From an optimization exercise on the open Yosys and OpenROAD flow, aimed at small area and a short achievable clock period; shortcuts taken in it are not production practice.
Where RTL was checked, it was by simulation tests only, not by an equivalence proof against the original.
For runs 1 and 8, only the layout was checked, not whether the RTL still works.

### flow/flow/run.sh
#!/bin/bash
# Standard ORFS layout (standard.sh) with small port buffers and a tighter
# setup-repair target; make's full output goes to make_finish.log.
set -euo pipefail
bash standard.sh SETUP_SLACK_MARGIN=10.5 "BUFFER_PORTS_ARGS=-buffer_cell sky130_fd_sc_hd__buf_1" finish > make_finish.log 2>&1
### flow/standard.sh
#!/bin/bash
# synth_recipe.tcl (not shown) runs the flow's synth.tcl, then flattens the netlist and writes it again
# the make line also repeats each setting of config.mk as NAME=value (left out here)
make -C /OpenROAD-flow-scripts/flow DESIGN_CONFIG=/design/flow/config.mk WORK_HOME=/design/flow/orfs CLKGATE_MAP_FILE= SYNTH_SCRIPT=/design/flow/synth_recipe.tcl "${@:-finish}"
### flow/config.mk
export PLATFORM = sky130hd
export DESIGN_NAME = tdma_mac_dp
export DESIGN_NICKNAME = tdma_mac_dp
export VERILOG_FILES = /design/flow/design.v
export SDC_FILE = /design/flow/constraint.sdc
export NUM_CORES = 4
export LEC_CHECK = 0
export ABC_AREA = 1
export CAP_MARGIN = 20
export CORE_MARGIN = 2
export CORE_UTILIZATION = 30
export CTS_BUF_LIST = sky130_fd_sc_hd__clkbuf_4 sky130_fd_sc_hd__clkbuf_8
export SLEW_MARGIN = 20
### flow/constraint.sdc
create_clock -name core_clock -period 20.0 [get_ports {clk}]
set_input_delay 4.0000 -clock core_clock [delete_from_list [all_inputs] [get_ports {clk}]]
set_output_delay 4.0000 -clock core_clock [all_outputs]
set_load 0.01 [all_outputs]
### flow/design.v
module tdma_mac_dp (
    input  wire        clk,
    input  wire        rst,             
    input  wire        cap_valid,       
    input  wire [15:0] cap_value,
    input  wire        upd_valid,       
    input  wire        active_pll,      
    input  wire        period_wr,       
    input  wire [15:0] period_wr_value,
    input  wire [1:0]  ring_idx,        
    output wire [15:0] ring_word,
    output reg  [15:0] period,
    output wire [15:0] last_beacon_time,
    output wire [2:0]  ring_count,
    output reg  [1:0]  ring_cursor,
    input  wire        slot_wr,         
    input  wire [1:0]  slot_wr_idx,
    input  wire [7:0]  slot_wr_data,
    input  wire [7:0]  num_clients,
    input  wire [15:0] short_addr,
    input  wire [7:0]  local_in,
    input  wire        build_beacon,    
    input  wire        build_response,  
    input  wire        upload,          
    input  wire [4:0]  stage_idx,       
    output reg  [7:0]  stage_byte,
    output wire [7:0]  tx_len,
    output reg  [7:0]  seq_no
);
    reg [15:0] s0, s1, s2, s3;    
    reg        full;              
    assign last_beacon_time = s0;
    assign ring_count       = {full, ring_cursor & {2{~full}}};
    wire [1:0] t0 = ring_cursor - 2'd1, t1 = ring_cursor - 2'd2,
               t2 = ring_cursor - 2'd3, t3 = ring_cursor;
    wire h0 = (ring_idx == t0), h1 = (ring_idx == t1),
         h2 = (ring_idx == t2), h3 = (ring_idx == t3);
    assign ring_word = ({16{h0}} & s0) | ({16{h1}} & s1) |
                       ({16{h2}} & s2) | ({16{h3}} & s3);
    always @(posedge clk) begin
        if (cap_valid) begin
            s1 <= s0;
            s2 <= s1;
            s3 <= s2;
        end
    end
    always @(posedge clk) begin
        if (rst) begin
            s0          <= 16'd0;
            ring_cursor <= 2'd0;
            full        <= 1'b0;
        end else if (cap_valid) begin
            s0          <= cap_value;
            ring_cursor <= ring_cursor + 2'd1;
            if (ring_cursor == 2'd3)
                full <= 1'b1;
        end
    end
    function [31:0] bk;
        input [31:0] a;
        input [31:0] b;
        input        ci;
        reg   [31:0] g, p, x;
        integer s, i;
        begin
            x = a ^ b;
            g = a & b;
            p = x;
            g[0] = g[0] | (p[0] & ci);
            for (s = 1; s < 32; s = s * 2)
                for (i = 2 * s - 1; i < 32; i = i + 2 * s) begin
                    g[i] = g[i] | (p[i] & g[i - s]);
                    p[i] = p[i] & p[i - s];
                end
            for (s = 8; s >= 1; s = s / 2)
                for (i = 3 * s - 1; i < 32; i = i + 2 * s) begin
                    g[i] = g[i] | (p[i] & g[i - s]);
                    p[i] = p[i] & p[i - s];
                end
            bk = x ^ {g[30:0], ci};
        end
    endfunction
    function [15:0] div5;
        input [18:0] w;
        reg   [2:0]  r;
        reg          b;
        integer i;
        begin
            r = w[18:16];
            for (i = 15; i >= 0; i = i - 1) begin
                b = w[i];
                div5[i] = r[2] | (r[1] & (r[0] | b));
                r = {(r[1] & ~r[0] & ~b) | (r[2] & b),
                     (~r[1] & r[0]) | (r[1] & r[0] & b) | (r[2] & ~b),
                     (~r[1] & ~r[2] & b) | (r[1] & r[0] & ~b) | (r[2] & ~b)};
            end
        end
    endfunction
    function [63:0] csa;
        input [31:0] a;
        input [31:0] b;
        input [31:0] c;
        begin
            csa[31:0]  = a ^ b ^ c;
            csa[63:32] = {(a[30:0] & b[30:0]) | (a[30:0] & c[30:0]) | (b[30:0] & c[30:0]), 1'b0};
        end
    endfunction
    wire [31:0] d32  = bk({16'd0, s0}, {16'd0, ~s1}, 1'b1);
    wire [15:0] d    = d32[15:0];
    wire [63:0] c1   = csa({16'd0, period}, {15'd0, period, 1'b0}, {12'd0, period, 4'd0});
    wire [63:0] c2   = csa(c1[31:0], c1[63:32], {16'd0, d});
    wire [31:0] x    = bk(c2[31:0], c2[63:32], 1'b0);
    wire [15:0] ema_period = div5(x[20:2]);
    wire [15:0] pll_period = {2'b00, d[15:2]};
    always @(posedge clk) begin
        if (rst)
            period <= 16'd0;
        else if (period_wr)
            period <= period_wr_value;
        else if (upd_valid && (full || ring_cursor[1]))
            period <= active_pll ? pll_period : ema_period;
    end
    reg [7:0]  slot0, slot1, slot2;
    reg [7:0]  st_s0, st_s1, st_s2;    
    reg [15:0] st_56;                  
    reg [15:0] st_78;                  
    reg [7:0]  st_z;                   
    reg        len_nz;                 
    reg        len_b;                  
    assign tx_len = {3'b000, len_nz, len_b, 2'b00, len_b};
    always @(posedge clk) begin
        if (rst) begin
            slot0 <= 8'd0;
            slot1 <= 8'd0;
            slot2 <= 8'd0;
        end else if (slot_wr) begin
            if (slot_wr_idx == 2'd0) slot0 <= slot_wr_data;
            if (slot_wr_idx == 2'd1) slot1 <= slot_wr_data;
            if (slot_wr_idx == 2'd2) slot2 <= slot_wr_data;
        end
    end
    always @(posedge clk) begin
        if (build_beacon) begin
            st_s0 <= slot0;
            st_s1 <= slot1;
            st_s2 <= slot2;
        end
        if (build_beacon || build_response) begin
            st_56 <= build_beacon ? short_addr : 16'h0001;
            st_78 <= build_beacon ? period : short_addr;
            st_z  <= build_beacon ? num_clients : local_in;
        end
    end
    always @(posedge clk) begin
        if (rst) begin
            len_nz <= 1'b0;
            len_b  <= 1'b0;
            seq_no <= 8'd0;
        end else if (build_beacon || build_response) begin
            len_nz <= 1'b1;
            len_b  <= build_beacon;
            seq_no <= seq_no + 8'd1;
        end else if (upload) begin
            len_nz <= 1'b0;
            len_b  <= 1'b0;
        end
    end
    wire [7:0] st_seq = seq_no - 8'd1;
    wire [7:0] d0  = len_b ? 8'h00 : 8'h41;
    wire [7:0] d1  = len_b ? 8'h80 : 8'h88;
    wire [7:0] d9  = len_b ? st_z : 8'h04;
    wire [7:0] d10 = len_b ? 8'h00 : st_z;
    wire [7:0] d11 = len_b ? st_s0 : 8'h00;
    wire [7:0] d15 = len_b ? st_s1 : 8'h00;
    wire [31:0] sel = 32'd1 << stage_idx;
    always @(*) begin
        stage_byte = ({8{sel[0]}}  & d0)          | ({8{sel[1]}}  & d1)          |
                     ({8{sel[2]}}  & st_seq)      | ({8{sel[3]}}  & 8'hEF)       |
                     ({8{sel[4]}}  & 8'hBE)       | ({8{sel[5]}}  & st_56[7:0])  |
                     ({8{sel[6]}}  & st_56[15:8]) | ({8{sel[7]}}  & st_78[7:0])  |
                     ({8{sel[8]}}  & st_78[15:8]) | ({8{sel[9]}}  & d9)          |
                     ({8{sel[10]}} & d10)         | ({8{sel[11]}} & d11)         |
                     ({8{sel[15]}} & d15)         | ({8{sel[19]}} & st_s2);
    end
endmodule
==> results of run 1 <==
worst max-delay path: cells and delay by family:
family                 cells  cell delay (ns)
AO/OA/AOI/OAI              1             0.42
buffers and inverters      5             0.62
AND/OR/NAND/NOR            5             0.39
kinds of logic after synthesis:
kind of cell / after synthesis / share of synthesized area (%)
AO/OA/AOI/OAI: 223 / 12.40
XOR/XNOR: 22 / 1.837
adder cells (fa/ha/maj): 83 / 12.49
buffers and inverters: 194 / 6.990
flip-flops: 181 / 43.53
other: 1 / 0.03440
AND/OR/NAND/NOR: 553 / 22.73
registers in the layout, indices dropped and copies added, names as in the netlist:
signal,cells
s2,16
len_b,1
st_z,8
slot1,8
s1,16
st_s0,8
slot0,8
len_nz,1
ring_cursor,2
st_s1,8
period,16
s0,16
slot2,8
st_78,16
s3,16
st_s2,8
st_56,16
seq_no,8
full,1
final timing paths:
| kind | startpoint | endpoint | depth (start not counted) |
|---|---|---|---|
| setup / recovery | stage_idx[4] | stage_byte[0] | 11 |
| hold / removal | slot0[6]$_SDFFE_PP0P_ | st_s0[6]$_DFFE_PP_ | 0 |
| setup reg to reg | s0[0]$_SDFFE_PP0P_ | period[0]$_SDFFE_PP0P_ | 73 |
| hold reg to reg | slot0[6]$_SDFFE_PP0P_ | st_s0[6]$_DFFE_PP_ | 0 |
synth_stat cells, types with 8 or more instances:
master     count  area, um^2
clkbuf_1      27       101.4
dfxtp_1       69        1381
ha_1          40       500.5
a221oi_1       9       78.83
edfxtp_1     112        3363
o2111ai_1     16       140.1
nand4_1       11       68.82
xor2_1         8       70.07
xnor2_1       13       113.9
nand3_2       11       110.1
nor2_1       136       510.5
nand3_1       53       265.3
nand2_4       10       112.6
fa_1          43       860.8
a21oi_1       65       325.3
inv_1        153       574.3
buf_4          9       67.56
nand2_2       36       225.2
o21ai_0       78       390.4
nand2_1      274        1028
nor3_1         9       45.04
per-stage QoR:
stage	hold WS, ns	worst slack, ns	util [%]
after global routing	0.4486	10.37	36.55
after floorplan	0.4030	10.86	-
after detailed placement	0.4096	10.04	33.59
final	0.4356	10.55	36.55
after CTS	0.4357	10.49	34.95
after global placement	0.4073	10.05	33.59
per-layer routing:
layer / GRT usage [%] / vias up / share of wire [%]
met5: 0 / - / 0.075
met4: 5.812 / 4 / 2.5
met3: 2.794 / 43 / 4.9
met2: 25.54 / 238 / 45
met1: 23.63 / 4394 / 48
li1: - / 4536 / -
cell type report:
class	count	area (um^2)
repair buffers	192	840.8
inverters	157	599.3
well taps	461	576.8
diodes	1	2.502
flip-flops and latches	181	4746
clock inverters	15	146.4
multi-input cells	886	5888
fillers	3697	22620
clock buffers	17	234.0
timing repair:
action                                  4_1_cts  5_1_grt
endpoints found under the setup margin       11       27
pin swaps                                     2       48
buffers inserted                              5       19
hold endpoints to repair                      0        0
gates resized for setup                      16      103
layout by cell type, fill, tap and decap left out, drive strengths merged, types with 4 or more instances in the layout:
| master | instances |
|---|---|
| a21oi | 68 |
| a221oi | 9 |
| a22o | 6 |
| a22oi | 4 |
| a31oi | 6 |
| buf | 189 |
| clkbuf | 20 |
| clkinv | 7 |
| clkinvlp | 6 |
| conb | 5 |
| dfxtp | 69 |
| edfxtp | 112 |
| fa | 43 |
| ha | 40 |
| inv | 159 |
| nand2 | 320 |
| nand3 | 65 |
| nand4 | 11 |
| nor2 | 145 |
| nor3 | 10 |
| o2111ai | 16 |
| o211ai | 6 |
| o21a | 5 |
| o21ai | 88 |
| xnor2 | 14 |
| xor2 | 8 |
==> impl_metrics.py, run 1 <==
metrics = {
    "worst_setup_path": {
        "slowest_stage": "a2111o_1",
        "r2r_slack_ns": 11.08,
        "endpoint_kind": "primary output",
        "crit_required_ns": 16.00,
        "max_stage_delay_ns": 0.42,
        "crit_fanout": 7,
        "cp-start-kind": "input port",
        "crit_type": "in -> out",
        "worst-endpoint-arrival_ns": 5.45,
        "path_cells": "buf_1 > nor2_2 > inv_2 > nor2_2 > inv_2 > nor2_4 > buf_4 > nand2_1 > nand3_1 > a2111o_1 > buf_1",
    },
    "clock_tree": {
        "numCtsBuffers": 17,
        "cts.clk_slew.worst_paths_ns": 0.10,
        "worstSkewPairLatency_ns": 0.48,
        "htree_num_levels": 4,
        "cts_tree": "done",
        "cts.sinks": 181,
        "max-clock-path-buffers": 2,
        "root_buffer": "clkbuf_8",
        "hold_buffers": 0,
    },
    "timing": {
        "relSlewSlack_pct": 33.78,
        "post-route-period-util_pct": 47.25,
        "rsz0062_at_grt": "true",
        "fin_tns_setup_ns": 0,
        "worst_clock_skew_ns": 0.01881,
        "max_freq_mhz": 105.8,
        "finalCriticalPeriod_ns": 9.450,
        "tightest_slew_ns": 0.9857,
        "finalSetupViolCount": 0,
        "drv_slew": 0,
        "hold_viol": 0,
    },
    "route": {
        "vias": 9215,
        "via_per_inst": 4.825,
        "drc": 0,
        "routed_wl_um": 32130,
        "drtIter0Drc": 609,
        "wl_per_cell_um": 16.82,
        "dr.pass1.iters": 5,
        "antenna_left": 0,
    },
    "global_route": {
        "antenna_found_initial": 3,
        "grt_max_degree": 67,
        "grt_pass1_wl_um": 48540,
        "first_global_vias": 8709,
        "grt-ovfl-total": 0,
        "grtUsageTotal_pct": 16.63,
    },
    "die": {
        "rows": 69,
        "die_area_um2": 37880,
        "ios": 168,
        "core_area_um2": 35660,
        "initial_core_util_pct": 30.57,
        "fp.dieH_um": 194.6,
        "die_x_um": 194.6,
    },
    "min_path": {
        "hp-class": "reg -> reg",
    },
    "final_layout": {
        "drive_gt1_share_pct": 15.61,
        "area_delta_synth_final_pct": 19.57,
        "instances_no_fill": 1910,
        "final_nets": 1609,
        "design_area_um2": 13030,
    },
    "outcome": {
        "status": "no timing/DRC/antenna violations",
    },
    "placed_design": {
        "hpwl_um": 24170,
        "gp_congestion": 0.8778,
        "dpl_cell_area_um2": 11980,
        "io_buffers": 162,
        "placed_cells": 1853,
    },
    "synth": {
        "async_flop_share_pct": 0,
        "synth_cell_type_count": 48,
        "yosysSeqAreaShare_pct": 43.53,
        "syn_inst": 1257,
        "synth_area_per_cell_um2": 8.672,
        "synth_edf_count": 112,
        "ys_warn_count": 1,
        "synth_flop_cell": "edfxtp_1",
        "ys_ff_latch": 181,
        "synth_area_um2": 10900,
    },
    "job": {
        "maxCapViolations": 0,
    },
}
==> run 2, diff against run 1 <==
--- a/flow/design.v
+++ b/flow/design.v
@@ -27,3 +27,3 @@
     output wire [7:0]  tx_len,
-    output reg  [7:0]  seq_no
+    output wire [7:0]  seq_no
 );
@@ -124,4 +124,4 @@
     reg [7:0]  st_s0, st_s1, st_s2;    
-    reg [15:0] st_56;                  
-    reg [15:0] st_78;                  
+    reg [15:0] st_sa;                  
+    reg [15:0] st_per;                 
     reg [7:0]  st_z;                   
@@ -129,2 +129,5 @@
     reg        len_b;                  
+    reg  [7:0] seq_last;               
+    assign seq_no = seq_last + 8'd1;
+    wire [7:0] st_seq = seq_last;
     assign tx_len = {3'b000, len_nz, len_b, 2'b00, len_b};
@@ -143,9 +146,9 @@
         if (build_beacon) begin
-            st_s0 <= slot0;
-            st_s1 <= slot1;
-            st_s2 <= slot2;
+            st_s0  <= slot0;
+            st_s1  <= slot1;
+            st_s2  <= slot2;
+            st_per <= period;
         end
         if (build_beacon || build_response) begin
-            st_56 <= build_beacon ? short_addr : 16'h0001;
-            st_78 <= build_beacon ? period : short_addr;
+            st_sa <= short_addr;
             st_z  <= build_beacon ? num_clients : local_in;
@@ -157,3 +160,3 @@
             len_b  <= 1'b0;
-            seq_no <= 8'd0;
+            seq_last <= 8'hFF;
         end else if (build_beacon || build_response) begin
@@ -161,3 +164,3 @@
             len_b  <= build_beacon;
-            seq_no <= seq_no + 8'd1;
+            seq_last <= seq_no;
         end else if (upload) begin
@@ -167,18 +170,24 @@
     end
-    wire [7:0] st_seq = seq_no - 8'd1;
-    wire [7:0] d0  = len_b ? 8'h00 : 8'h41;
-    wire [7:0] d1  = len_b ? 8'h80 : 8'h88;
-    wire [7:0] d9  = len_b ? st_z : 8'h04;
-    wire [7:0] d10 = len_b ? 8'h00 : st_z;
-    wire [7:0] d11 = len_b ? st_s0 : 8'h00;
-    wire [7:0] d15 = len_b ? st_s1 : 8'h00;
     wire [31:0] sel = 32'd1 << stage_idx;
+    wire       bcn = len_b;
+    wire       rsp = ~len_b;
+    wire       s_sa_lo  = (sel[5] & bcn) | (sel[7] & rsp);
+    wire       s_sa_hi  = (sel[6] & bcn) | (sel[8] & rsp);
+    wire       s_z      = (sel[9] & bcn) | (sel[10] & rsp);
     always @(*) begin
-        stage_byte = ({8{sel[0]}}  & d0)          | ({8{sel[1]}}  & d1)          |
-                     ({8{sel[2]}}  & st_seq)      | ({8{sel[3]}}  & 8'hEF)       |
-                     ({8{sel[4]}}  & 8'hBE)       | ({8{sel[5]}}  & st_56[7:0])  |
-                     ({8{sel[6]}}  & st_56[15:8]) | ({8{sel[7]}}  & st_78[7:0])  |
-                     ({8{sel[8]}}  & st_78[15:8]) | ({8{sel[9]}}  & d9)          |
-                     ({8{sel[10]}} & d10)         | ({8{sel[11]}} & d11)         |
-                     ({8{sel[15]}} & d15)         | ({8{sel[19]}} & st_s2);
+        stage_byte = ({8{sel[0] & rsp}}  & 8'h41) |
+                     ({8{sel[1]}}        & (bcn ? 8'h80 : 8'h88)) |
+                     ({8{sel[2]}}        & st_seq) |
+                     ({8{sel[3]}}        & 8'hEF) |
+                     ({8{sel[4]}}        & 8'hBE) |
+                     ({8{sel[5] & rsp}}  & 8'h01) |
+                     ({8{sel[9] & rsp}}  & 8'h04) |
+                     ({8{s_sa_lo}}       & st_sa[7:0]) |
+                     ({8{s_sa_hi}}       & st_sa[15:8]) |
+                     ({8{sel[7] & bcn}}  & st_per[7:0]) |
+                     ({8{sel[8] & bcn}}  & st_per[15:8]) |
+                     ({8{s_z}}           & st_z) |
+                     ({8{sel[11] & bcn}} & st_s0) |
+                     ({8{sel[15] & bcn}} & st_s1) |
+                     ({8{sel[19]}}       & st_s2);
     end
==> flow/flow/run.sh (replaced) <==
#!/bin/bash
# Standard ORFS layout (standard.sh) with small port buffers and a tighter
# setup-repair target; make's full output goes to make_finish.log.
set -euo pipefail
bash standard.sh SETUP_SLACK_MARGIN=10 "BUFFER_PORTS_ARGS=-buffer_cell sky130_fd_sc_hd__buf_1" finish > make_finish.log 2>&1
--- a/flow/config.mk
+++ b/flow/config.mk
@@ -11,3 +11,3 @@
 export CORE_UTILIZATION = 30
-export CTS_BUF_LIST = sky130_fd_sc_hd__clkbuf_4 sky130_fd_sc_hd__clkbuf_8
+export CTS_BUF_LIST = sky130_fd_sc_hd__clkbuf_8 sky130_fd_sc_hd__clkbuf_16
 export SLEW_MARGIN = 20
==> impl_metrics.py, run 2 <==
metrics = {
    "outcome": {
        "status": "no timing/DRC/antenna violations",
    },
    "global_route": {
        "grtUsageTotal_pct": 15.79,
        "grt_max_degree": 66,
        "grt_pass1_wl_um": 44460,
        "grt-ovfl-total": 0,
        "first_global_vias": 8254,
        "antenna_found_initial": 2,
    },
    "worst_setup_path": {
        "endpoint_kind": "primary output",
        "crit_family": "compound AO/OA/AOI/OAI gates",
        "worst-endpoint-arrival_ns": 5.78,
        "crit_required_ns": 16.00,
        "crit_type": "in -> out",
        "slowest_stage": "a221oi_1",
        "path_cells": "buf_1 > nor2_1 > inv_1 > nor2_1 > inv_1 > nor3_1 > a31oi_1 > inv_2 > a221oi_2 > nand4_1 > a221oi_1 > nand3_1 > buf_1",
        "max_stage_delay_ns": 0.25,
        "cp-start-kind": "input port",
        "crit_fanout": 8,
        "crit_buf_inv": 5,
    },
    "clock_tree": {
        "root_buffer": "clkbuf_16",
        "cts_tree": "done",
        "numCtsBuffers": 17,
        "worstSkewPairLatency_ns": 0.44,
        "htree_num_levels": 4,
        "cts.clk_slew.worst_paths_ns": 0.06,
        "max-clock-path-buffers": 2,
        "cts.sinks": 181,
        "hold_buffers": 0,
    },
    "synth": {
        "syn_inst": 1172,
        "yosysSeqAreaShare_pct": 45.22,
        "synth_most_common_cell": "nand2_1",
        "synth_top_area_share_pct": 32.05,
        "synth_top_cell_by_area": "edfxtp_1",
        "synth_cell_type_count": 44,
        "synth_edf_count": 112,
        "synth_commonest_cells": "nand2_1, inv_1, nor2_1",
        "ys_warn_count": 1,
        "ys_ff_latch": 181,
        "synth_flop_cell": "edfxtp_1",
        "async_flop_share_pct": 0,
        "synth_area_um2": 10490,
        "synth_area_per_cell_um2": 8.953,
        "synthTopCellsByArea": "edfxtp_1, dfxtp_1, nand2_1",
    },
    "route": {
        "vias": 8660,
        "antenna_left": 0,
        "drc": 0,
        "wl_per_cell_um": 15.88,
        "routed_wl_um": 28670,
        "via_per_inst": 4.795,
        "dr.pass1.iters": 7,
        "drtIter0Drc": 567,
    },
    "placed_design": {
        "io_buffers": 162,
        "gp_congestion": 0.8826,
        "dpl_cell_area_um2": 11600,
        "hpwl_um": 21360,
        "placed_cells": 1770,
        "pre_cts_ws_ns": 10.03,
    },
    "timing": {
        "finalSetupViolCount": 0,
        "tightest_slew_ns": 0.9835,
        "whs_ns": 0.4296,
        "hold_viol": 0,
        "max_freq_mhz": 102.2,
        "worst_clock_skew_ns": 0.01199,
        "finalCriticalPeriod_ns": 9.781,
        "post-route-period-util_pct": 48.90,
        "fin_tns_setup_ns": 0,
        "rsz0062_at_grt": "true",
        "drv_slew": 0,
        "relSlewSlack_pct": 33.93,
        "setup_slack_ns": 10.22,
    },
    "final_layout": {
        "instances_no_fill": 1806,
        "design_area_um2": 12400,
        "final_nets": 1509,
        "final_core_util_pct": 35.99,
        "area_delta_synth_final_pct": 18.21,
        "drive_gt1_share_pct": 11.05,
        "seqCellArea_um2": 4745,
        "fillers": 3502,
        "multiInputGateArea_um2": 5215,
        "layout_commonest_cell": "nand2_1",
        "final_cell_mix": "nand2_1, buf_1, inv_1",
    },
    "die": {
        "initial_core_util_pct": 30.45,
        "fp.dieH_um": 191.0,
        "rows": 68,
        "core_area_um2": 34460,
        "die_area_um2": 36490,
        "ios": 168,
        "die_x_um": 191.0,
    },
    "job": {
        "maxCapViolations": 0,
    },
    "min_path": {
        "hp-class": "reg -> reg",
    },
}
## run 2: cell count changes after synthesis, moves of 4 or more
cell | before | now
o211ai_1 | 6 | 11
a22o_1 | 6 | 1
inv_1 | 153 | 139
nor2_1 | 136 | 124
nand4_1 | 11 | 18
nand2_1 | 274 | 238
clkbuf_1 | 27 | 21
nand3_1 | 53 | 49
nand2_4 | 10 | 4
## run 2: kinds of logic after synthesis
family | synth area share (%)
flip-flops | 45.22
XOR/XNOR | 2.242
adder cells (fa/ha/maj) | 12.85
buffers and inverters | 6.690
other | 0.03574
AND/OR/NAND/NOR | 20.93
AO/OA/AOI/OAI | 12.03
## run 2: final cells by class
type                    count  share of cell area (%)
well taps                 455                   4.590
clock inverters            14                   1.523
repair buffers            173                   5.589
clock buffers              18                   3.541
diodes                      2                 0.04035
inverters                 146                   4.418
multi-input cells         817                   42.05
flip-flops and latches    181                   38.25
## run 2: worst register-to-register path: cells and delay by family, from the launching register on
family / cells / cell delay [ns]
AND/OR/NAND/NOR: 51 / 4.13
adder cells (fa/ha/maj): 6 / 2.14
AO/OA/AOI/OAI: 11 / 1.47
XOR/XNOR: 3 / 0.71
flip-flops: 1 / 0.35
buffers and inverters: 5 / 0.31
## run 2: layer usage
| metal | share of wire [%] | up-vias | track usage, % |
|---|---|---|---|
| met5 | 0 | - | 0 |
| met4 | 3.0 | 0 | 6.470 |
| met3 | 6.4 | 44 | 3.617 |
| met2 | 46 | 277 | 25.26 |
| met1 | 45 | 4084 | 20.54 |
| li1 | - | 4255 | - |
## run 2: what timing repair did
| action | 4_1_cts | 5_1_grt |
|---|---|---|
| setup buffers | 0 | 2 |
| setup endpoints to repair | 0 | 13 |
| gates resized for setup | 0 | 36 |
## run 2: final timing paths
check | startpoint | end | slack (ns) | cells after the start
hold / removal | slot2[0]$_SDFFE_PP0P_ | st_s2[0]$_DFFE_PP_ | 0.43 | 0
setup / recovery | stage_idx[4] | stage_byte[4] | 10.22 | 13
setup reg to reg | s0[0]$_SDFFE_PP0P_ | period[0]$_SDFFE_PP0P_ | 10.81 | 76
hold reg to reg | slot2[0]$_SDFFE_PP0P_ | st_s2[0]$_DFFE_PP_ | 0.43 | 0
==> run 3, diff against run 2 <==
--- a/flow/config.mk
+++ b/flow/config.mk
@@ -10,4 +10,5 @@
 export CORE_MARGIN = 2
-export CORE_UTILIZATION = 30
-export CTS_BUF_LIST = sky130_fd_sc_hd__clkbuf_8 sky130_fd_sc_hd__clkbuf_16
+export CORE_UTILIZATION = 35
+export CTS_BUF_LIST = sky130_fd_sc_hd__clkbuf_4 sky130_fd_sc_hd__clkbuf_8
+export CTS_CLUSTER_SIZE = 10
 export SLEW_MARGIN = 20
==> impl_metrics.py, run 3 <==
metrics = {
    "outcome": {
        "status": "no timing/DRC/antenna violations",
    },
    "min_path": {
        "hold_path_end": "st_s0[5]$_DFFE_PP_",
        "worstHoldPathCells": 0,
        "hp-class": "reg -> reg",
        "hold_start": "slot0[5]$_SDFFE_PP0P_",
    },
    "die": {
        "initial_core_util_pct": 35.50,
        "core_area_um2": 29560,
        "ios": 168,
        "die_x_um": 177.1,
        "fp.dieH_um": 177.1,
        "die_area_um2": 31380,
        "rows": 63,
    },
    "final_layout": {
        "seqCellArea_um2": 4745,
        "final_cell_mix": "nand2_1, buf_1, inv_1",
        "drive_gt1_share_pct": 10.79,
        "final_nets": 1513,
        "layout_commonest_cell": "nand2_1",
        "fillers": 2986,
        "antenna_cells": 0,
        "area_delta_synth_final_pct": 15.57,
        "multiInputGateArea_um2": 5191,
    },
    "worst_setup_path": {
        "endpoint_kind": "primary output",
        "path_cells": "buf_1 > nor2_1 > inv_1 > nor2_1 > inv_1 > nor3_1 > a31oi_1 > inv_2 > a221oi_2 > nand4_1 > a221oi_2 > nand3_1 > buf_1",
        "slowest_stage": "a221oi_2",
        "r2r-start": "s0[0]$_SDFFE_PP0P_",
        "crit_required_ns": 16.00,
        "max_stage_delay_ns": 0.22,
        "crit_fanout": 8,
        "rr_worst_depth": 72,
        "r2r-end": "period[1]$_SDFFE_PP0P_",
        "cp-start-kind": "input port",
        "r2r_slack_ns": 10.87,
        "worst-endpoint-arrival_ns": 5.71,
        "crit_type": "in -> out",
    },
    "synth": {
        "synth_cell_type_count": 44,
        "syn_inst": 1172,
        "synth_commonest_cells": "nand2_1, inv_1, nor2_1",
        "ys_ff_latch": 181,
        "ys_warn_count": 1,
        "synth_top_cell_by_area": "edfxtp_1",
        "async_flop_share_pct": 0,
        "synthTopCellsByArea": "edfxtp_1, dfxtp_1, nand2_1",
        "synth_area_per_cell_um2": 8.953,
        "synth_edf_count": 112,
        "synth_top_area_share_pct": 32.05,
        "synth_area_um2": 10490,
        "yosysSeqAreaShare_pct": 45.22,
        "synth_flop_cell": "edfxtp_1",
        "synth_most_common_cell": "nand2_1",
    },
    "global_route": {
        "first_global_vias": 8097,
        "grt_max_degree": 66,
        "grtUsageTotal_pct": 17.83,
        "grt-ovfl-total": 0,
        "grt_pass1_wl_um": 43550,
        "antenna_found_initial": 3,
    },
    "timing": {
        "fin_tns_setup_ns": 0,
        "finalSetupViolCount": 0,
        "post-route-period-util_pct": 48.53,
        "worst_clock_skew_ns": 0.01488,
        "max_freq_mhz": 103.0,
        "relSlewSlack_pct": 38.04,
        "rsz0062_at_grt": "false",
        "hold_viol": 0,
        "drv_slew": 0,
        "finalCriticalPeriod_ns": 9.706,
        "tightest_slew_ns": 0.9223,
    },
    "route": {
        "antenna_left": 0,
        "drtIter0Drc": 568,
        "vias": 8541,
        "via_per_inst": 4.900,
        "drc": 0,
        "dr.pass1.iters": 5,
        "wl_per_cell_um": 15.74,
        "routed_wl_um": 27430,
    },
    "clock_tree": {
        "hold_buffers": 0,
        "numCtsBuffers": 17,
        "cts.clk_slew.worst_paths_ns": 0.12,
        "cts_tree": "done",
        "cts.sinks": 181,
        "root_buffer": "clkbuf_8",
        "htree_num_levels": 4,
        "max-clock-path-buffers": 2,
        "worstSkewPairLatency_ns": 0.48,
    },
    "placed_design": {
        "io_buffers": 162,
        "gp_congestion": 0.8798,
        "hpwl_um": 20970,
    },
    "job": {
        "maxCapViolations": 0,
    },
}
==> run 3: cell counts after synthesis <==
Identical to the previous run, type by type.
==> run 3: kinds of logic after synthesis <==
| family | after synthesis | synth area share (%) |
|---|---|---|
| flops | 181 | 45.22 |
| simple gates | 494 | 20.93 |
| fa+ha+maj | 82 | 12.85 |
| compound gates | 210 | 12.03 |
| xor+xnor | 26 | 2.242 |
| other cells | 1 | 0.03574 |
| buf+inv | 178 | 6.690 |
==> run 3: per-layer routing <==
| metal | wire length (um) | global-route usage (%) | up-vias |
|---|---|---|---|
| met5 | 39 | 0 | - |
| met4 | 405 | 4.339 | 6 |
| met3 | 1677 | 3.608 | 27 |
| met2 | 13040 | 30.04 | 252 |
| met1 | 12270 | 23.45 | 4000 |
| li1 | - | - | 4256 |
==> run 3: critical path, delay by kind of cell <==
family | cells | cell delay [ns]
buffers and inverters | 5 | 0.59
and+or+nand+nor | 5 | 0.50
AOI/OAI and AO/OA | 3 | 0.61
==> run 3: area by class of cell <==
cell class | count | share of cell area (%)
clock buffer | 17 | 1.929
clock inverter | 15 | 1.630
inverter | 146 | 4.519
multi-input combinational | 817 | 42.81
sequential | 181 | 39.13
tap | 390 | 4.024
timing repair buffer | 177 | 5.964
==> run 3: timing repair <==
action,CTS,global route
setup buffers,0,5
resized for setup,0,28
setup endpoints to repair,0,13
==> run 3: per-stage QoR <==
step	instances	hold WS, ns	cell area (um^2)	util [%]	setup slack [ns]
3_5_place_dp	1706	0.4104	11530	39.00	10.04
2_1_floorplan	1176	0.4030	10510	-	10.69
5_1_grt	1743	0.4334	12130	41.02	9.983
4_1_cts	1738	0.4279	11960	40.46	10.04
6_report	1743	0.4236	12130	41.02	10.29
3_3_place_gp	1706	0.4077	11530	39.00	10.08
==> run 3: how the worst max path moves through the flow <==
stage | slack (ns) | endpoint | startpoint | cells past startpoint
after global placement | 10.08 | stage_byte[4] | stage_idx[3] | 11
final | 10.29 | stage_byte[4] | stage_idx[4] | 13
after CTS | 10.04 | stage_byte[3] | stage_idx[4] | 11
after floorplan | 10.69 | stage_byte[3] | stage_idx[3] | 9
after detailed placement | 10.04 | stage_byte[3] | stage_idx[4] | 11
after global routing | 9.98 | period[1]$_SDFFE_PP0P_ | s0[0]$_SDFFE_PP0P_ | 72
==> run 4, diff against run 3 <==
--- a/flow/config.mk
+++ b/flow/config.mk
@@ -13,2 +13,4 @@
 export CTS_CLUSTER_SIZE = 10
+export GPL_ROUTABILITY_DRIVEN = 0
+export PLACE_DENSITY = 0.8
 export SLEW_MARGIN = 20
==> impl_metrics.py, run 4 <==
metrics = {
    "outcome": {
        "status": "no timing/DRC/antenna violations",
    },
    "route": {
        "dr.pass1.iters": 6,
        "routed_wl_um": 27580,
        "via_per_inst": 5.162,
        "antenna_left": 0,
        "vias": 8982,
        "drtIter0Drc": 772,
        "wl_per_cell_um": 15.85,
        "drc": 0,
    },
    "die": {
        "ios": 168,
        "initial_core_util_pct": 35.50,
        "core_area_um2": 29560,
        "rows": 63,
        "die_area_um2": 31380,
        "fp.dieH_um": 177.1,
        "die_x_um": 177.1,
    },
    "global_route": {
        "grtUsageTotal_pct": 17.70,
        "met2_usage_pct": 29.15,
        "first_global_vias": 8431,
        "antenna_found_initial": 1,
        "met1_usage_pct": 22.85,
        "use_met3_pct": 4.296,
        "grt_pass1_wl_um": 43260,
        "grt-ovfl-total": 0,
        "grt_max_degree": 66,
        "busiest_layer": "met2",
    },
    "placed_design": {
        "placed_cells": 1703,
        "pre_cts_ws_ns": 9.959,
        "io_buffers": 162,
        "hpwl_um": 20740,
    },
    "timing": {
        "fin_tns_setup_ns": 0,
        "hold_viol": 0,
        "max_freq_mhz": 101.4,
        "post-route-period-util_pct": 49.32,
        "worst_clock_skew_ns": 0.02279,
        "finalCriticalPeriod_ns": 9.864,
        "tightest_slew_ns": 0.9011,
        "finalSetupViolCount": 0,
        "relSlewSlack_pct": 39.46,
        "drv_slew": 0,
        "setup_slack_ns": 10.14,
        "rsz0062_at_grt": "true",
    },
    "min_path": {
        "hold_path_end": "st_s1[3]$_DFFE_PP_",
        "worstHoldPathCells": 0,
        "hp-class": "reg -> reg",
        "hold_start": "slot1[3]$_SDFFE_PP0P_",
    },
    "synth": {
        "synth_flop_cell": "edfxtp_1",
        "async_flop_share_pct": 0,
        "ys_warn_count": 1,
        "synthTopCellsByArea": "edfxtp_1, dfxtp_1, nand2_1",
        "synth_area_per_cell_um2": 8.953,
        "synth_top_area_share_pct": 32.05,
        "syn_inst": 1172,
        "synth_edf_count": 112,
        "synth_area_um2": 10490,
        "yosysSeqAreaShare_pct": 45.22,
        "synth_commonest_cells": "nand2_1, inv_1, nor2_1",
        "synth_most_common_cell": "nand2_1",
        "synth_top_cell_by_area": "edfxtp_1",
        "ys_ff_latch": 181,
        "synth_cell_type_count": 44,
    },
    "worst_setup_path": {
        "rr_worst_depth": 74,
        "path_cells": "buf_1 > nor3_1 > inv_1 > o22ai_1 > nand2_1 > nand3_1 > a221oi_1 > nand4_1 > buf_1",
        "crit_type": "in -> out",
        "crit_required_ns": 16.00,
        "r2r-end": "period[0]$_SDFFE_PP0P_",
        "crit_fanout": 8,
        "cp-start-kind": "input port",
        "slowest_stage": "o22ai_1",
        "r2r_slack_ns": 10.71,
        "endpoint_kind": "primary output",
        "max_stage_delay_ns": 0.63,
        "r2r-start": "s0[0]$_SDFFE_PP0P_",
        "timing.critical_path.mode_cell": "buf_1",
        "worst-endpoint-arrival_ns": 5.86,
    },
    "final_layout": {
        "final_cell_mix": "nand2_1, buf_1, inv_1",
        "final_core_util_pct": 40.78,
        "fillers": 2854,
        "final_nets": 1509,
        "area_delta_synth_final_pct": 14.89,
        "drive_gt1_share_pct": 10.30,
        "instances_no_fill": 1740,
        "layout_commonest_cell": "nand2_1",
    },
    "clock_tree": {
        "worstSkewPairLatency_ns": 0.51,
        "cts.sinks": 181,
        "numCtsBuffers": 17,
        "max-clock-path-buffers": 2,
        "cts_tree": "done",
        "root_buffer": "clkbuf_8",
        "htree_num_levels": 4,
        "cts.clk_slew.worst_paths_ns": 0.10,
    },
    "job": {
        "maxCapViolations": 0,
    },
}
run 4: worst max-delay path by stage:
stage                                   from  slack (ns)                     end  depth (start not counted)
after floorplan                 stage_idx[3]       10.69           stage_byte[3]                          9
after global placement          stage_idx[4]       10.08           stage_byte[4]                         11
after detailed placement        stage_idx[4]        9.96           stage_byte[3]                         11
after CTS                       stage_idx[4]       10.08           stage_byte[3]                         13
after global routing      s0[0]$_SDFFE_PP0P_        9.94  period[0]$_SDFFE_PP0P_                         78
final                           stage_idx[4]       10.14           stage_byte[7]                          9
run 4: worst max-delay path, delay by kind of cell:
kind                   cells  cell delay [ns]
buffers and inverters      3             0.39
AOI/OAI and AO/OA          2             0.68
and+or+nand+nor            4             0.79
run 4: logic make-up after synthesis:
kind of cell | share of synthesized area (%)
fa+ha+maj | 12.85
compound gates | 12.03
simple gates | 20.93
flops | 45.22
xor+xnor | 2.242
buf+inv | 6.690
other cells | 0.03574
run 4: metal layers:
metal	up-vias	part of all wire, %
li1	4256	-
met1	4241	42
met2	431	47
met3	54	8.9
met4	0	2.2
met5	-	0
run 4: area by class of cell:
class	instances	area (um^2)	share of cell area [%]
antenna	1	2.502	0.02076
clock inverter	15	182.7	1.515
multi-input combinational	817	5161	42.81
timing repair buffer	173	693.2	5.750
tap	390	488.0	4.048
inverter	146	548.0	4.546
clock buffer	17	234.0	1.941
sequential	181	4746	39.37
run 4: timing repair:
| action | CTS | global route |
|---|---|---|
| pin swaps | 0 | 9 |
| endpoints found under the setup margin | 2 | 6 |
| setup buffers | 0 | 4 |
| hold buffers | 0 | 0 |
| resized for setup | 1 | 22 |
run 4: per-stage QoR:
stage	area (um^2)	hold WS (ns)
2_1_floorplan	10510	0.4030
3_3_place_gp	11500	0.4093
3_5_place_dp	11500	0.4133
4_1_cts	11930	0.4445
5_1_grt	12060	0.4483
6_report	12060	0.4434
==> run 5, diff against run 4 <==
--- a/flow/config.mk
+++ b/flow/config.mk
@@ -13,3 +13,2 @@
 export CTS_CLUSTER_SIZE = 10
-export GPL_ROUTABILITY_DRIVEN = 0
 export PLACE_DENSITY = 0.8
==> impl_metrics.py, run 5 <==
metrics = {
    "synth": {
        "async_flop_share_pct": 0,
        "synth_top_family_by_area": "simple AND/OR/NAND/NOR gates",
        "ys_ff_latch": 181,
        "synth_compound_area_share_pct": 12.03,
        "synth_flop_cell": "edfxtp_1",
        "synth_top_cell_by_area": "edfxtp_1",
        "synth_most_common_cell": "nand2_1",
        "synth_top_area_share_pct": 32.05,
        "synth_edf_count": 112,
        "synth-xor-area-share_pct": 2.242,
        "synth_mux_area_share_pct": 0,
        "yosysSeqAreaShare_pct": 45.22,
        "synth_area_per_cell_um2": 8.953,
        "synth_cell_type_count": 44,
        "syn_inst": 1172,
        "synth_adder_area_share_pct": 12.85,
        "synth-simple-area-share_pct": 20.93,
        "synth_commonest_cells": "nand2_1, inv_1, nor2_1",
        "ys_warn_count": 1,
        "synthTopCellsByArea": "edfxtp_1, dfxtp_1, nand2_1",
        "synth_area_um2": 10490,
    },
    "final_layout": {
        "drive_gt1_share_pct": 10.02,
        "area_delta_synth_final_pct": 14.66,
        "fillers": 2870,
        "antenna_cells": 0,
        "final_cell_mix": "nand2_1, buf_1, inv_1",
        "final_nets": 1507,
        "layout_commonest_cell": "nand2_1",
    },
    "timing": {
        "finalSetupViolCount": 0,
        "rsz0062_at_grt": "true",
        "setup_slack_ns": 10.24,
        "tightest_slew_ns": 0.9480,
        "relSlewSlack_pct": 36.31,
        "drv_slew": 0,
        "post-route-period-util_pct": 48.80,
        "worst_clock_skew_ns": 0.01210,
        "max_freq_mhz": 102.5,
        "finalCriticalPeriod_ns": 9.761,
        "hold_viol": 0,
        "fin_tns_setup_ns": 0,
    },
    "placed_design": {
        "gp_congestion": 0.9027,
        "pre_cts_ws_ns": 9.901,
        "io_buffers": 162,
        "hpwl_um": 20750,
    },
    "min_path": {
        "hp-class": "reg -> reg",
        "hold_start": "slot0[4]$_SDFFE_PP0P_",
        "hold_path_end": "st_s0[4]$_DFFE_PP_",
        "worstHoldPathCells": 0,
    },
    "worst_setup_path": {
        "r2r_slack_ns": 10.68,
        "crit_type": "in -> out",
        "r2r-end": "period[0]$_SDFFE_PP0P_",
        "crit_fanout": 8,
        "cp-start-kind": "input port",
        "endpoint_kind": "primary output",
        "worst-endpoint-arrival_ns": 5.76,
        "rr_worst_depth": 76,
        "crit_start": "stage_idx[4]",
        "r2r-start": "s0[0]$_SDFFE_PP0P_",
        "crit_required_ns": 16.00,
    },
    "route": {
        "antenna_left": 0,
        "dr.pass1.iters": 5,
        "via_per_inst": 5.042,
        "wl_per_cell_um": 15.70,
        "routed_wl_um": 27270,
        "vias": 8758,
        "drtIter0Drc": 570,
        "drc": 0,
    },
    "clock_tree": {
        "worstSkewPairLatency_ns": 0.49,
        "root_buffer": "clkbuf_8",
        "htree_num_levels": 4,
        "cts.sinks": 181,
        "cts.clk_slew.worst_paths_ns": 0.10,
        "cts_tree": "done",
        "hold_buffers": 0,
        "numCtsBuffers": 17,
        "max-clock-path-buffers": 2,
    },
    "die": {
        "die_x_um": 177.1,
        "rows": 63,
        "core_area_um2": 29560,
        "die_area_um2": 31380,
        "ios": 168,
        "fp.dieH_um": 177.1,
        "initial_core_util_pct": 35.50,
    },
    "global_route": {
        "grt_pass1_wl_um": 42720,
        "antenna_found_initial": 0,
        "grt-ovfl-total": 0,
        "grtUsageTotal_pct": 17.45,
        "grt_max_degree": 66,
        "first_global_vias": 8363,
    },
    "outcome": {
        "status": "no timing/DRC/antenna violations",
    },
    "job": {
        "maxCapViolations": 0,
    },
}
run 5: cell count changes in the layout (fill, tap and decap cells not counted), sizes merged:
cell,change
buf,-2
inv,-6
diode,-1
clkinvlp,+1
clkinv,+5
run 5: worst max-delay path by stage:
stage / endpoint / slack (ns) / depth (start not counted)
floorplan: stage_byte[3] / 10.69 / 9
global placement: stage_byte[3] / 9.95 / 11
detailed placement: stage_byte[3] / 9.90 / 11
CTS: stage_byte[4] / 10.14 / 13
global route: period[0]$_SDFFE_PP0P_ / 9.83 / 78
finish: stage_byte[4] / 10.24 / 13
run 5: stage by stage:
| stage | util, % | std cells | hold slack [ns] | area (um^2) |
|---|---|---|---|---|
| final | 40.70 | 1737 | 0.4284 | 12030 |
| after global routing | 40.70 | 1737 | 0.4542 | 12030 |
| after CTS | 40.17 | 1735 | 0.4332 | 11870 |
| after detailed placement | 38.92 | 1703 | 0.4104 | 11500 |
| after global placement | 38.92 | 1703 | 0.4105 | 11500 |
| after floorplan | - | 1176 | 0.4030 | 10510 |
run 5: layout make-up:
type,instances,area [um^2],share of cell area (%)
clock inverter,15,130.1,1.082
multi-input combinational,817,5207,43.29
inverter,146,548.0,4.555
sequential,181,4745,39.44
tap,390,488.0,4.056
clock buffer,17,234.0,1.945
timing repair buffer,171,678.2,5.637
run 5: critical path, stage by stage:
cell and delay (ns):
buf_1 0.16, nor2_1 0.10, inv_1 0.10, nor2_1 0.09, inv_2 0.10, nor3_1 0.05, a31oi_1 0.18, inv_2 0.11
a221oi_1 0.24, nand4_1 0.18, a221oi_2 0.21, nand3_1 0.11, buf_1 0.14
run 5: routing by layer:
metal	global-route usage, %	part of all wire, %	up-vias	wire, um
li1	-	-	4245	-
met1	22.79	44	4154	11880
met2	28.47	47	309	12850
met3	3.694	6.8	50	1861
met4	6.336	2.5	0	675
met5	0	0	-	0
run 5: repair_timing:
action / 4_1_cts / 5_1_grt
setup buffers: 0 / 2
endpoints found under the setup margin: 5 / 8
pin swaps: 0 / 10
resized for setup: 1 / 28
run 5: kinds of logic after synthesis:
logic type	Yosys count
fa+ha+maj	82
other cells	1
buf+inv	178
xor+xnor	26
compound gates	210
simple gates	494
flops	181
==> run 6, diff against run 5 <==
==> flow/flow/run.sh (replaced) <==
#!/bin/bash
# Standard ORFS layout (standard.sh) with small port buffers and a tighter
# setup-repair target; make's full output goes to make_finish.log.
set -euo pipefail
bash standard.sh SETUP_SLACK_MARGIN=9.5 "BUFFER_PORTS_ARGS=-buffer_cell sky130_fd_sc_hd__buf_1" finish > make_finish.log 2>&1
--- a/flow/config.mk
+++ b/flow/config.mk
@@ -13,3 +13,2 @@
 export CTS_CLUSTER_SIZE = 10
-export PLACE_DENSITY = 0.8
 export SLEW_MARGIN = 20
==> impl_metrics.py, run 6 <==
metrics = {
    "outcome": {
        "status": "no timing/DRC/antenna violations",
    },
    "timing": {
        "setup_slack_ns": 10.00,
        "worst_clock_skew_ns": 0.01515,
        "rsz0062_at_grt": "false",
        "relSlewSlack_pct": 36.82,
        "max_freq_mhz": 100.0,
        "hold_viol": 0,
        "drv_slew": 0,
        "fin_tns_setup_ns": 0,
        "tightest_slew_ns": 0.9404,
        "post-route-period-util_pct": 49.98,
        "finalCriticalPeriod_ns": 9.997,
        "finalSetupViolCount": 0,
    },
    "die": {
        "die_x_um": 177.1,
        "fp.dieH_um": 177.1,
        "initial_core_util_pct": 35.50,
        "die_area_um2": 31380,
        "core_area_um2": 29560,
        "ios": 168,
        "rows": 63,
    },
    "final_layout": {
        "area_delta_synth_final_pct": 14.37,
        "final_nets": 1510,
        "multiInputGateArea_um2": 5087,
        "layout_commonest_cell": "nand2_1",
        "final_cell_mix": "nand2_1, buf_1, inv_1",
        "drive_gt1_share_pct": 9.037,
        "seqCellArea_um2": 4745,
        "final_core_util_pct": 40.60,
        "fillers": 3002,
        "antenna_cells": 0,
    },
    "synth": {
        "synth_top_cell_by_area": "edfxtp_1",
        "syn_inst": 1172,
        "synth_flop_cell": "edfxtp_1",
        "ys_ff_latch": 181,
        "synthTopCellsByArea": "edfxtp_1, dfxtp_1, nand2_1",
        "synth_most_common_cell": "nand2_1",
        "async_flop_share_pct": 0,
        "yosysSeqAreaShare_pct": 45.22,
        "synth_top_area_share_pct": 32.05,
        "ys_warn_count": 1,
        "synth_area_per_cell_um2": 8.953,
        "synth_edf_count": 112,
        "synth_area_um2": 10490,
        "synth_commonest_cells": "nand2_1, inv_1, nor2_1",
        "synth_cell_type_count": 44,
    },
    "placed_design": {
        "pre_cts_ws_ns": 10.04,
        "hpwl_um": 20970,
        "gp_congestion": 0.8798,
        "io_buffers": 162,
    },
    "route": {
        "drtIter0Drc": 597,
        "drc": 0,
        "dr.pass1.iters": 5,
        "routed_wl_um": 27280,
        "wl_per_cell_um": 15.68,
        "antenna_left": 0,
        "via_per_inst": 4.875,
        "vias": 8483,
    },
    "job": {
        "maxCapViolations": 0,
    },
    "worst_setup_path": {
        "endpoint_kind": "primary output",
        "crit_fanout": 8,
        "cp-start-kind": "input port",
        "crit_type": "in -> out",
        "worst-endpoint-arrival_ns": 6.00,
        "crit_required_ns": 16.00,
    },
    "clock_tree": {
        "hold_buffers": 0,
        "worstSkewPairLatency_ns": 0.48,
        "numCtsBuffers": 17,
        "max-clock-path-buffers": 2,
        "cts.sinks": 181,
        "cts.clk_slew.worst_paths_ns": 0.12,
        "root_buffer": "clkbuf_8",
        "cts_tree": "done",
        "htree_num_levels": 4,
    },
    "global_route": {
        "first_global_vias": 8097,
        "antenna_found_initial": 3,
        "grt_pass1_wl_um": 43550,
        "grt-ovfl-total": 0,
        "grtUsageTotal_pct": 17.83,
        "grt_max_degree": 66,
    },
    "min_path": {
        "hp-class": "reg -> reg",
    },
}
run 6: routing by layer:
layer	share of wire [%]	global-route usage, %	vias to the layer above	routed length (um)
li1	-	-	4248	-
met4	1.4	4.339	6	391
met3	5.9	3.608	29	1604
met5	0.14	0	-	39
met2	47	30.04	249	12890
met1	45	23.45	3951	12350
run 6: final timing paths:
check / start / endpoint / slack [ns] / cells past startpoint
max: stage_idx[4] / stage_byte[3] / 10.00 / 11
min: slot0[5]$_SDFFE_PP0P_ / st_s0[5]$_DFFE_PP_ / 0.42 / 0
max reg2reg: s0[0]$_SDFFE_PP0P_ / period[0]$_SDFFE_PP0P_ / 10.51 / 71
min reg2reg: slot0[5]$_SDFFE_PP0P_ / st_s0[5]$_DFFE_PP_ / 0.42 / 0
run 6: critical path: stages:
cell and delay (ns):
buf_1 0.10, nor2_1 0.19, inv_1 0.11, nor2_1 0.24
inv_1 0.11, nor3_1 0.61, nand2_1 0.13, nand4_1 0.18
a221oi_1 0.07, nand3_1 0.11, buf_1 0.15
run 6: cell type report:
| class | count | share of cell area [%] |
|---|---|---|
| multi-input combinational | 817 | 42.39 |
| sequential | 181 | 39.54 |
| timing repair buffer | 174 | 5.839 |
| inverter | 146 | 4.567 |
| tap | 390 | 4.066 |
| clock buffer | 17 | 1.950 |
| clock inverter | 15 | 1.647 |
run 6: cells by family (layout without fill, tap and decap cells):
logic type / Yosys count / after routing / share of synthesized area, %
AO/OA/AOI/OAI: 210 / 210 / 12.03
XOR/XNOR: 26 / 26 / 2.242
adder cells (fa/ha/maj): 82 / 82 / 12.85
buffers and inverters: 178 / 352 / 6.690
flip-flops: 181 / 181 / 45.22
other: 1 / 5 / 0.03574
AND/OR/NAND/NOR: 494 / 494 / 20.93
run 6: what timing repair did:
item / 4_1_cts / 5_1_grt
setup buffers: 0 / 2
gates resized for setup: 0 / 5
endpoints found under the setup margin: 0 / 3
run 6: stage by stage:
stage / cell area (um^2) / hold WS, ns / cells
after CTS: 11960 / 0.4279 / 1738
after global placement: 11530 / 0.4077 / 1706
final: 12000 / 0.4235 / 1740
after global routing: 12000 / 0.4334 / 1740
after detailed placement: 11530 / 0.4104 / 1706
after floorplan: 10510 / 0.4030 / 1176
==> run 7, diff against run 6 <==
==> flow/flow/run.sh (replaced) <==
#!/bin/bash
# Standard ORFS layout (standard.sh) with small port buffers and a tighter
# setup-repair target; make's full output goes to make_finish.log.
set -euo pipefail
bash standard.sh SETUP_SLACK_MARGIN=10.3 "BUFFER_PORTS_ARGS=-buffer_cell sky130_fd_sc_hd__buf_1" finish > make_finish.log 2>&1
--- a/flow/config.mk
+++ b/flow/config.mk
@@ -13,2 +13,3 @@
 export CTS_CLUSTER_SIZE = 10
+export PLACE_DENSITY = 0.8
 export SLEW_MARGIN = 20
==> impl_metrics.py, run 7 <==
metrics = {
    "synth": {
        "synth_edf_count": 112,
        "synth_top_cell_by_area": "edfxtp_1",
        "synth_area_per_cell_um2": 8.953,
        "synth_most_common_cell": "nand2_1",
        "synth_commonest_cells": "nand2_1, inv_1, nor2_1",
        "synth_cell_type_count": 44,
        "synth_area_um2": 10490,
        "synth_flop_cell": "edfxtp_1",
        "ys_ff_latch": 181,
        "synthTopCellsByArea": "edfxtp_1, dfxtp_1, nand2_1",
        "async_flop_share_pct": 0,
        "yosysSeqAreaShare_pct": 45.22,
        "synth_top_area_share_pct": 32.05,
        "ys_warn_count": 1,
        "syn_inst": 1172,
    },
    "min_path": {
        "hold_start": "slot0[4]$_SDFFE_PP0P_",
        "hp-class": "reg -> reg",
    },
    "clock_tree": {
        "cts.clk_slew.worst_paths_ns": 0.10,
        "htree_num_levels": 4,
        "worstSkewPairLatency_ns": 0.49,
        "max-clock-path-buffers": 2,
        "numCtsBuffers": 17,
        "cts.sinks": 181,
        "hold_buffers": 0,
        "cts_tree": "done",
        "root_buffer": "clkbuf_8",
    },
    "die": {
        "initial_core_util_pct": 35.50,
        "die_x_um": 177.1,
        "ios": 168,
        "fp.dieH_um": 177.1,
        "rows": 63,
        "die_area_um2": 31380,
        "core_area_um2": 29560,
    },
    "timing": {
        "finalCriticalPeriod_ns": 9.642,
        "tightest_slew_ns": 0.9076,
        "post-route-period-util_pct": 48.21,
        "max_freq_mhz": 103.7,
        "worst_clock_skew_ns": 0.01005,
        "hold_viol": 0,
        "drv_slew": 0,
        "fin_tns_setup_ns": 0,
        "relSlewSlack_pct": 39.03,
        "setup_slack_ns": 10.36,
        "finalSetupViolCount": 0,
        "rsz0062_at_grt": "true",
    },
    "placed_design": {
        "dpl_cell_area_um2": 11500,
        "placed_cells": 1703,
        "hpwl_um": 20750,
        "pre_cts_ws_ns": 9.901,
        "io_buffers": 162,
        "gp_congestion": 0.9027,
    },
    "route": {
        "wl_met3_um": 2304,
        "top_layer": "met4",
        "vias": 8826,
        "drc": 0,
        "wl_per_cell_um": 15.84,
        "routed_wl_um": 27610,
        "drtIter0Drc": 558,
        "wl_met1_um": 11540,
        "via_per_inst": 5.064,
        "wl_met2_um": 13020,
        "antenna_left": 0,
        "dr.pass1.iters": 5,
    },
    "final_layout": {
        "area_delta_synth_final_pct": 16.24,
        "antenna_cells": 0,
        "layout_commonest_cell": "nand2_1",
        "design_area_um2": 12200,
        "final_nets": 1513,
        "fillers": 2860,
        "drive_gt1_share_pct": 12.93,
        "final_core_util_pct": 41.26,
        "instances_no_fill": 1743,
        "final_cell_mix": "nand2_1, buf_1, inv_1",
    },
    "global_route": {
        "grt_pass1_wl_um": 42830,
        "antenna_found_initial": 0,
        "grtUsageTotal_pct": 17.50,
        "grt_max_degree": 66,
        "grt-ovfl-total": 0,
        "first_global_vias": 8396,
    },
    "worst_setup_path": {
        "worst-endpoint-arrival_ns": 5.64,
        "max_stage_delay_ns": 0.34,
        "cp-start-kind": "input port",
        "crit_type": "in -> out",
        "path_cells": "buf_1 > xnor2_1 > inv_1 > nor2_1 > inv_1 > o2111ai_1 > buf_1",
        "endpoint_kind": "primary output",
        "crit_fanout": 14,
        "crit_required_ns": 16.00,
        "crit_start": "ring_idx[0]",
        "r2r-start": "s0[0]$_SDFFE_PP0P_",
        "slowest_stage": "inv_1",
    },
    "outcome": {
        "status": "no timing/DRC/antenna violations",
    },
    "job": {
        "maxCapViolations": 0,
    },
}
==> run 7: logic make-up after synthesis <==
logic type,Yosys count,share of synthesized area [%]
AO/OA/AOI/OAI,210,12.03
XOR/XNOR,26,2.242
adder cells (fa/ha/maj),82,12.85
buffers and inverters,178,6.690
flip-flops,181,45.22
other,1,0.03574
AND/OR/NAND/NOR,494,20.93
==> run 7: path summary, 6_finish.rpt <==
check	to	slack, ns	depth (start not counted)
max reg2reg	period[0]$_SDFFE_PP0P_	10.83	71
min	st_s0[4]$_DFFE_PP_	0.43	0
max	ring_word[6]	10.36	7
min reg2reg	st_s0[4]$_DFFE_PP_	0.43	0
==> run 7: critical path, delay by kind of cell <==
family,cells,cell delay [ns]
AOI/OAI and AO/OA,1,0.34
xor gates and xnor gates,1,0.25
buffers and inverters,4,0.74
and+or+nand+nor,1,0.31
==> run 7: layer usage <==
metal  vias to the layer above  global-route usage (%)
met1                      4148                   22.68
met5                         -                       0
li1                       4261                       -
met4                         0                   6.508
met3                        50                   3.887
met2                       367                   28.55
==> run 7: per-stage QoR <==
| stage | hold WS (ns) |
|---|---|
| after CTS | 0.4332 |
| after global routing | 0.4542 |
| after global placement | 0.4105 |
| final | 0.4292 |
| after floorplan | 0.4030 |
| after detailed placement | 0.4104 |
==> run 7: cell type report <==
type	instances	area (um^2)	share of cell area (%)
well taps	390	488.0	4.001
clock buffers	17	234.0	1.918
repair buffers	177	728.2	5.970
inverters	146	548.0	4.493
clock inverters	15	130.1	1.067
multi-input cells	817	5323	43.64
flip-flops and latches	181	4746	38.91
==> run 7: what timing repair did <==
item                                    4_1_cts  5_1_grt
endpoints found under the setup margin        8       13
setup buffers                                 2        6
gates resized for setup                       6       63
cloned                                        0        0
pin swaps                                     1       18
==> run 8, diff against run 7 <==
--- a/flow/design.v
+++ b/flow/design.v
@@ -84,3 +84,3 @@
         input [18:0] w;
-        reg   [2:0]  r;
+        reg   [4:0]  r;
         reg          b;
@@ -88,9 +88,7 @@
         begin
-            r = w[18:16];
+            r = 5'd1 << w[18:16];
             for (i = 15; i >= 0; i = i - 1) begin
                 b = w[i];
-                div5[i] = r[2] | (r[1] & (r[0] | b));
-                r = {(r[1] & ~r[0] & ~b) | (r[2] & b),
-                     (~r[1] & r[0]) | (r[1] & r[0] & b) | (r[2] & ~b),
-                     (~r[1] & ~r[2] & b) | (r[1] & r[0] & ~b) | (r[2] & ~b)};
+                div5[i] = r[3] | r[4] | (r[2] & b);
+                r = b ? {r[4], r[1], r[3], r[0], r[2]} : {r[2], r[4], r[1], r[3], r[0]};
             end
==> flow/flow/run.sh (replaced) <==
#!/bin/bash
# Standard ORFS layout (standard.sh) with small port buffers and a tighter
# setup-repair target; make's full output goes to make_finish.log.
set -euo pipefail
bash standard.sh SETUP_SLACK_MARGIN=10.5 "BUFFER_PORTS_ARGS=-buffer_cell sky130_fd_sc_hd__buf_1" finish > make_finish.log 2>&1
==> impl_metrics.py, run 8 <==
metrics = {
    "worst_setup_path": {
        "crit_type": "in -> out",
        "crit_required_ns": 16.00,
        "worst-endpoint-arrival_ns": 5.55,
        "crit_fanout": 3,
        "cp-start-kind": "input port",
        "endpoint_kind": "primary output",
    },
    "timing": {
        "drv_slew": 0,
        "finalCriticalPeriod_ns": 9.551,
        "fin_tns_setup_ns": 0,
        "post-route-period-util_pct": 47.76,
        "hold_viol": 0,
        "finalSetupViolCount": 0,
        "rsz0062_at_grt": "true",
        "whs_ns": 0.4334,
        "setup_slack_ns": 10.45,
        "max_freq_mhz": 104.7,
        "relSlewSlack_pct": 33.55,
        "tightest_slew_ns": 0.9892,
        "worst_clock_skew_ns": 0.01246,
    },
    "final_layout": {
        "final_nets": 1552,
        "area_delta_synth_final_pct": 17.15,
        "instances_no_fill": 1784,
        "final_core_util_pct": 41.81,
        "final_cell_mix": "nand2_1, buf_1, inv_1",
        "layout_commonest_cell": "nand2_1",
        "drive_gt1_share_pct": 10.85,
        "design_area_um2": 12420,
    },
    "placed_design": {
        "placed_cells": 1727,
        "gp_congestion": 0.9221,
        "io_buffers": 162,
        "pre_cts_ws_ns": 10.01,
        "hpwl_um": 21810,
        "dpl_cell_area_um2": 11590,
    },
    "clock_tree": {
        "numCtsBuffers": 17,
        "cts_tree": "done",
        "cts.clk_slew.worst_paths_ns": 0.11,
        "hold_buffers": 0,
        "worstSkewPairLatency_ns": 0.48,
        "root_buffer": "clkbuf_8",
        "cts.sinks": 181,
        "htree_num_levels": 4,
        "max-clock-path-buffers": 2,
    },
    "route": {
        "drc": 0,
        "routed_wl_um": 29410,
        "via_per_inst": 5.203,
        "antenna_left": 0,
        "drtIter0Drc": 756,
        "dr.pass1.iters": 5,
        "vias": 9283,
        "wl_per_cell_um": 16.48,
    },
    "synth": {
        "synth_edf_count": 112,
        "synth_cell_type_count": 46,
        "synth_commonest_cells": "nand2_1, inv_1, nor2_1",
        "synth_most_common_cell": "nand2_1",
        "ys_warn_count": 1,
        "synth_area_um2": 10610,
        "ys_ff_latch": 181,
        "synthTopCellsByArea": "edfxtp_1, dfxtp_1, nand2_1",
        "synth_top_cell_by_area": "edfxtp_1",
        "async_flop_share_pct": 0,
        "synth_top_area_share_pct": 31.71,
        "yosysSeqAreaShare_pct": 44.74,
        "syn_inst": 1199,
        "synth_area_per_cell_um2": 8.845,
        "synth_flop_cell": "edfxtp_1",
    },
    "min_path": {
        "hp-class": "reg -> reg",
    },
    "die": {
        "initial_core_util_pct": 35.69,
        "fp.dieH_um": 178.1,
        "ios": 168,
        "die_area_um2": 31710,
        "rows": 63,
        "die_x_um": 178.1,
        "core_area_um2": 29720,
    },
    "job": {
        "maxCapViolations": 0,
    },
    "global_route": {
        "grt_max_degree": 66,
        "antenna_found_initial": 2,
        "grt_pass1_wl_um": 44690,
        "grt-ovfl-total": 0,
        "first_global_vias": 8585,
        "grtUsageTotal_pct": 18.23,
    },
    "outcome": {
        "status": "no timing/DRC/antenna violations",
    },
}
[run 8: cell count changes after synthesis, moves of 3 or more]
cell	previous run	this run
o21ai_2	5	0
nand3_2	11	15
xor2_1	10	14
a21oi_1	63	54
o21ai_1	4	1
nand2_2	35	11
nand3_1	49	105
o21ai_0	75	67
nand4_1	18	29
inv_2	4	0
nand2_1	238	258
xnor2_1	15	10
[run 8: final timing paths]
path                                             from                endpoint  slack (ns)  cells after the start
worst max-delay path                     stage_idx[4]           stage_byte[7]       10.45                     13
worst min-delay path            slot0[1]$_SDFFE_PP0P_      st_s0[1]$_DFFE_PP_        0.43                      0
worst max register to register     s0[0]$_SDFFE_PP0P_  period[0]$_SDFFE_PP0P_       11.52                     57
worst min register to register  slot0[1]$_SDFFE_PP0P_      st_s0[1]$_DFFE_PP_        0.43                      0
[run 8: area by class of cell]
| class | count | area, um^2 |
|---|---|---|
| flip-flops and latches | 181 | 4745 |
| clock inverters | 14 | 140.1 |
| clock buffers | 18 | 247.7 |
| multi-input cells | 850 | 5373 |
| fillers | 2853 | 17290 |
| inverters | 139 | 535.5 |
| diodes | 2 | 5.005 |
| repair buffers | 190 | 890.9 |
| well taps | 390 | 488.0 |
[run 8: cell families (layout without fill, tap and decap cells)]
family,after synthesis,after routing,share of synthesized area [%]
compound gates,180,180,10.35
xor+xnor,26,26,2.289
fa+ha+maj,82,82,12.72
buf+inv,172,361,6.442
flops,181,181,44.74
other cells,1,7,0.03536
simple gates,557,557,23.43
[run 8: what timing repair did]
item,4_1_cts,5_1_grt
resized for setup,42,37
pin swaps,11,15
endpoints found under the setup margin,8,22
buffers inserted,10,13
[run 8: critical path: stages]
cell,delay [ns]
buf_8,0.08
nor2_4,0.03
inv_2,0.08
nor2_4,0.05
inv_2,0.06
nor2_1,0.04
o21ai_1,0.13
inv_2,0.08
a2111oi_4,0.28
nand4_1,0.21
a221oi_2,0.21
nand3_1,0.12
buf_2,0.16
[run 8: metal layers]
layer	GRT usage [%]	vias to the layer above	routed length, um
li1	-	4433	-
met1	23.80	4336	12440
met2	29.70	453	13780
met3	3.815	59	2275
met4	6.967	2	897
met5	0	-	13

## static timing again, ports no longer ideal
The results above use ideal ports. As a check the final layouts listed here were re-extracted and re-timed, cells and wires unchanged. Step 1 assumes that a clkbuf_16 drives the clock port and a buf_2 every other input. Step 2, shift: input delay + t, output delay - t, t = (earliest + latest rising clock arrival at the registers) / 2. This alone moves slack from input paths to output paths. Three values: ideal ports, drivers, drivers and shift; two values: the first two.
run | shift t [ns] | slack for setup (ns) | worst register clock-pin slew, ns | worst slew at a driven data input, ns
run 1 | 0.514 | 10.551 / 10.528 / 10.528 | 0.11 / 0.11 | 0.08
run 2 | 0.480 | 10.219 / 10.193 / 10.193 | 0.08 / 0.08 | 0.08
run 3 | 0.519 | 10.294 / 10.269 / 10.269 | 0.12 / 0.12 | 0.09
run 4 | 0.544 | 10.136 / 10.114 / 10.114 | 0.12 / 0.12 | 0.06
run 5 | 0.530 | 10.239 / 10.214 / 10.214 | 0.10 / 0.10 | 0.06
run 6 | 0.516 | 10.003 / 9.981 / 9.981 | 0.12 / 0.12 | 0.10
run 7 | 0.532 | 10.358 / 10.337 / 10.337 | 0.10 / 0.10 | 0.07
run 8 | 0.515 | 10.449 / 10.395 / 10.395 | 0.11 / 0.11 | 0.08
After both steps setup and hold are still met in every run listed. The setup slack of run 8, which loses most, moves by -0.054 ns with the drivers and by -0.054 ns with both steps.
